What follows belongs to an exercise in optimizing a design on an open flow for small area; a production flow would make more cautious choices. The RTL was checked by simulation tests, not by an equivalence proof against the original design. No driver is modelled on the clock port, so clocking that relies on it looks cheaper here than on a real chip. Power is estimated from default activity; no workload was simulated.

// dxl2_rx
module dxl2_rx (
  input  wire        clk,
  input  wire        rst,         
  input  wire        in_valid,
  input  wire [7:0]  in_byte,
  output wire        p_valid,     
  output wire [7:0]  p_data,
  output wire        f_valid,     
  output wire [2:0]  f_err,       
  output wire [7:0]  f_id,
  output wire [7:0]  f_inst,
  output wire [15:0] f_len,
  output wire [15:0] f_crc,       
  output wire        f_crc_ok     
);
Size in the first run: about 290 cells after synthesis, about 73 I/O pins.
clock: 7.0 ns
lec_check: 0
cap_margin: 20
core_margin: 2
core_utilization: 70
slew_margin: 20
standard.sh (not shown) runs the stock make flow with config.mk's settings and CLKGATE_MAP_FILE= SYNTH_SCRIPT=/design/flow/synth_recipe.tcl, a recipe that flattens the netlist after the stock synthesis.
==> flow/flow/run.sh <==
#!/bin/bash
# Standard ORFS layout (the standard.sh) with these changes:
#  - synthesis is synth_recipe.tcl as standard.sh runs it (so the registers
#    are the standard synthesis's), but ABC maps the logic with each of the
#    scripts flow/abc_*.script in turn in place of ORFS's abc_speed.script,
#    with adders left to ABC (ADDER_MAP_FILE empty); the netlist with the
#    smallest cell area is kept;
#  - the port buffers are the smallest buffer cell (buf_1);
#  - the clock tree: CTS builds root -> leaf buffers from clkbuf_4 without
#    dummy loads, then flow/clk_rebal.tcl shares the flip-flops out evenly
#    among the leaves and upsizes a leaf whose estimated clock slew is over
#    CLK_SLEW_MAX ns.
# Each make run writes its full output to its own log file here; the ORFS
# tools' logs are under orfs/logs/ (and synth_<script>/ for each synthesis).
set -euo pipefail
here=$PWD
res="$here/orfs/results/$FLOW_PLATFORM/dxl2_rx/base"
rep="$here/orfs/reports/$FLOW_PLATFORM/dxl2_rx/base"
logd="$here/orfs/logs/$FLOW_PLATFORM/dxl2_rx/base"
best=""
best_area=""
for s in "$here"/flow/abc_*.script; do
  name=$(basename "$s" .script)
  rm -rf "$here/scripts_abc"
  cp -r "$FLOW_HOME/scripts" "$here/scripts_abc"
  cp "$s" "$here/scripts_abc/abc_speed.script"
  rm -f "$res"/1_*
  bash standard.sh SCRIPTS_DIR="$here/scripts_abc" ADDER_MAP_FILE= synth > "$here/synth_make_$name.log" 2>&1
  area=$(awk '/Chip area for module/ {print $NF}' "$rep/synth_stat.txt")
  echo "$name: synth area $area" | tee -a "$here/synth_choice.log"
  rm -rf "$here/synth_$name"
  mkdir -p "$here/synth_$name"
  cp -p "$res"/1_* "$here/synth_$name/"
  cp -p "$rep/synth_stat.txt" "$logd/1_2_yosys.log" "$here/synth_$name/"
  if [[ -z "$best" ]] || awk -v a="$area" -v b="$best_area" 'BEGIN { exit !(a < b) }'; then
    best=$name
    best_area=$area
  fi
done
echo "kept: $best ($best_area)" | tee -a "$here/synth_choice.log"
rm -f "$res"/1_*
for f in 1_1_yosys_canonicalize.rtlil 1_2_yosys.v 1_2_yosys.sdc 1_synth.odb 1_synth.sdc; do
  cp -p "$here/synth_$best/$f" "$res/$f"
  touch "$res/$f"
done
cp -p "$here/synth_$best/synth_stat.txt" "$rep/synth_stat.txt"
bash standard.sh BUFFER_PORTS_ARGS="-buffer_cell sky130_fd_sc_hd__buf_1" \
  CTS_ARGS="-sink_clustering_enable -dont_use_dummy_load -root_buf sky130_fd_sc_hd__clkbuf_4 -buf_list sky130_fd_sc_hd__clkbuf_4" \
  POST_CTS_TCL="$here/flow/clk_rebal.tcl" \
  CLK_LEAF_BUF=sky130_fd_sc_hd__clkbuf_4 CLK_ROOT_BUF=sky130_fd_sc_hd__clkbuf_2 CLK_BIG_BUF=sky130_fd_sc_hd__clkbuf_8 CLK_SLEW_MAX=0.110 \
  finish > "$here/layout_make.log" 2>&1
==> flow/flow/clk_rebal.tcl <==
# POST_CTS_TCL hook: keep the clock tree CTS made (root buffer -> leaf
# buffers), but share the flip-flops out among the leaves evenly: the sinks
# are split by recursive bisection of their positions (x, then y, ...) into
# as many groups as there are leaves, each leaf buffer moves to the centroid
# of its group, and all clock buffers become $::env(CLK_LEAF_BUF).
set block [ord::get_db_block]
set pnet [$block findNet clk]
proc net_loads {net} {
  set r {}
  foreach it [$net getITerms] { if {[$it isInputSignal]} { lappend r $it } }
  return $r
}
proc out_net {inst} {
  foreach it [$inst getITerms] { if {[$it isOutputSignal]} { return [$it getNet] } }
  return NULL
}
proc it_x {it} { return [lindex [[$it getInst] getLocation] 0] }
proc it_y {it} { return [lindex [[$it getInst] getLocation] 1] }
proc bisect {items n axis} {
  if {$n <= 1} { return [list $items] }
  set key [expr {$axis == 0 ? "it_x" : "it_y"}]
  set s [lsort -command [list apply {{k a b} {expr {[$k $a] - [$k $b]}}} $key] $items]
  set n1 [expr {$n / 2}]
  set h [expr {([llength $s] * $n1) / $n}]
  return [concat [bisect [lrange $s 0 [expr {$h - 1}]] $n1 [expr {1 - $axis}]] \
                 [bisect [lrange $s $h end] [expr {$n - $n1}] [expr {1 - $axis}]]]
}
set roots [net_loads $pnet]
if {[llength $roots] != 1} { error "clk_rebal: expected one root buffer, got [llength $roots]" }
set root [[lindex $roots 0] getInst]
set rnet [out_net $root]
set leaves {}
set sinks {}
foreach it [net_loads $rnet] {
  set inst [$it getInst]
  if {![string match "sky130_fd_sc_hd__clkbuf_*" [[$inst getMaster] getName]]} {
    error "clk_rebal: root drives [$inst getName]"
  }
  lappend leaves $inst
  foreach s [net_loads [out_net $inst]] { lappend sinks $s }
}
set master [[ord::get_db] findMaster $::env(CLK_LEAF_BUF)]
set groups [bisect $sinks [llength $leaves] 0]
set i 0
foreach g $groups {
  set buf [lindex $leaves $i]
  set bnet [out_net $buf]
  set sx 0; set sy 0
  foreach it $g {
    $it disconnect
    $it connect $bnet
    incr sx [it_x $it]; incr sy [it_y $it]
  }
  set n [llength $g]
  $buf swapMaster $master
  $buf setLocation [expr {$sx / $n}] [expr {$sy / $n}]
  puts "clk_rebal: [$buf getName] drives $n sinks"
  incr i
}
$root swapMaster [[ord::get_db] findMaster $::env(CLK_ROOT_BUF)]
detailed_placement
estimate_parasitics -placement
# a leaf whose flip-flops see a clock slew over CLK_SLEW_MAX (ns, estimated
# from placement) is upsized to CLK_BIG_BUF
set big [[ord::get_db] findMaster $::env(CLK_BIG_BUF)]
set n_up 0
foreach buf $leaves {
  set worst 0.0
  foreach it [net_loads [out_net $buf]] {
    set s [get_property [get_pins [$it getName]] slew_max]
    if {$s > $worst} { set worst $s }
  }
  if {$worst > $::env(CLK_SLEW_MAX)} {
    $buf swapMaster $big
    incr n_up
    puts "clk_rebal: [$buf getName] upsized, slew was $worst"
  }
}
if {$n_up > 0} {
  detailed_placement
  estimate_parasitics -placement
}
Other scripts of this flow, unchanged in this note and not shown: flow/flow/abc_ds0.script, flow/flow/abc_ds1.script, flow/flow/abc_ds2.script, flow/flow/abc_f3.script
Edit:
--- a/flow/flow/run.sh
+++ b/flow/flow/run.sh
@@ -50 +50 @@
-  CLK_LEAF_BUF=sky130_fd_sc_hd__clkbuf_4 CLK_ROOT_BUF=sky130_fd_sc_hd__clkbuf_2 CLK_BIG_BUF=sky130_fd_sc_hd__clkbuf_8 CLK_SLEW_MAX=0.110 \
+  CLK_LEAF_BUF=sky130_fd_sc_hd__clkbuf_4 CLK_ROOT_BUF=sky130_fd_sc_hd__clkbuf_4 CLK_BIG_BUF=sky130_fd_sc_hd__clkbuf_8 CLK_SLEW_MAX=0.110 \
--- a/flow/config.mk
+++ b/flow/config.mk
@@ -8 +8 @@
-export CAP_MARGIN = 20
+export CAP_MARGIN = 0
@@ -11 +11 @@
-export SLEW_MARGIN = 20
+export SLEW_MARGIN = 0
Outcome: The changed run completed without violations. Fmax climbs by 2.9%. Global-route usage stays the same. Via count drops by 0.48%. Cell count hardly moves. Combinational power is about the same.
Edit:
--- a/flow/flow/run.sh
+++ b/flow/flow/run.sh
@@ -12 +12 @@
-#    CLK_SLEW_MAX ns.
+#    CLK_SLEW_MAX ns; the root buffer becomes clkbuf_2.
@@ -50 +50 @@
-  CLK_LEAF_BUF=sky130_fd_sc_hd__clkbuf_4 CLK_ROOT_BUF=sky130_fd_sc_hd__clkbuf_4 CLK_BIG_BUF=sky130_fd_sc_hd__clkbuf_8 CLK_SLEW_MAX=0.110 \
+  CLK_LEAF_BUF=sky130_fd_sc_hd__clkbuf_4 CLK_ROOT_BUF=sky130_fd_sc_hd__clkbuf_2 CLK_BIG_BUF=sky130_fd_sc_hd__clkbuf_8 CLK_SLEW_MAX=0.110 \
--- a/flow/config.mk
+++ b/flow/config.mk
@@ -8 +8 @@
-export CAP_MARGIN = 0
+export CAP_MARGIN = 20
@@ -11 +11 @@
-export SLEW_MARGIN = 0
+export SLEW_MARGIN = 20
=> The changed run ran to the end with no violations; worst setup slack is worse by 0.12 ns; hold slack hardly moves; power hardly moves; non-clock buffer count increases by 1; register-to-register slack is worse by 0.02 ns; final area increases slightly; synthesized area is unchanged; critical path depth is unchanged; routed wire length is about the same.
Edit:
--- a/flow/flow/run.sh
+++ b/flow/flow/run.sh
@@ -12 +12 @@
-#    CLK_SLEW_MAX ns; the root buffer becomes clkbuf_2.
+#    CLK_SLEW_MAX ns.
@@ -50 +50 @@
-  CLK_LEAF_BUF=sky130_fd_sc_hd__clkbuf_4 CLK_ROOT_BUF=sky130_fd_sc_hd__clkbuf_2 CLK_BIG_BUF=sky130_fd_sc_hd__clkbuf_8 CLK_SLEW_MAX=0.110 \
+  CLK_LEAF_BUF=sky130_fd_sc_hd__clkbuf_4 CLK_ROOT_BUF=sky130_fd_sc_hd__clkbuf_4 CLK_BIG_BUF=sky130_fd_sc_hd__clkbuf_8 CLK_SLEW_MAX=0.110 \
After rerunning: The changed run finished clean; first-iteration DRC count rises by 2.7%; worst setup slack improves by 0.11 ns; area after synthesis is unchanged; design area is about the same; global-route usage is unchanged; register-to-register slack hardly moves; routed wire length is about the same; die area stays the same; clock-buffer cell count stays the same; power barely changes; non-clock buffer count stays the same.

-- afterwards: timing with drivers on the ports --
In the flow no input, the clock included, has a driving cell. The finished layouts below were timed again as built, in two steps. Step 1 sets driving cells, clkbuf_16 on the clock port and buf_2 on the other inputs (assumed; they add their load-dependent delay and slew). Step 2, shift: input delay + t, output delay - t, t = (earliest + latest rising clock arrival at the registers) / 2. This alone moves slack from input paths to output paths. Slacks: ideal ports / drivers / drivers and shift; pairs: ideal ports / drivers.
| run | t (ns) | setup WS [ns] | worst setup path after step 2 | worst register clock-pin slew, ns | worst slew at a driven data input, ns |
|---|---|---|---|---|---|
| the first run | 0.504 | 2.942 / 2.918 / 3.421 | register to output | 0.11 / 0.11 | 0.03 |
| the second run | 0.427 | 3.058 / 3.032 / 3.459 | register to output | 0.11 / 0.11 | 0.03 |
| the third run | 0.504 | 2.942 / 2.918 / 3.421 | register to output | 0.11 / 0.11 | 0.03 |
| the fourth run | 0.421 | 3.055 / 3.029 / 3.451 | register to output | 0.11 / 0.11 | 0.03 |
After both steps setup and hold are still met in every run listed.
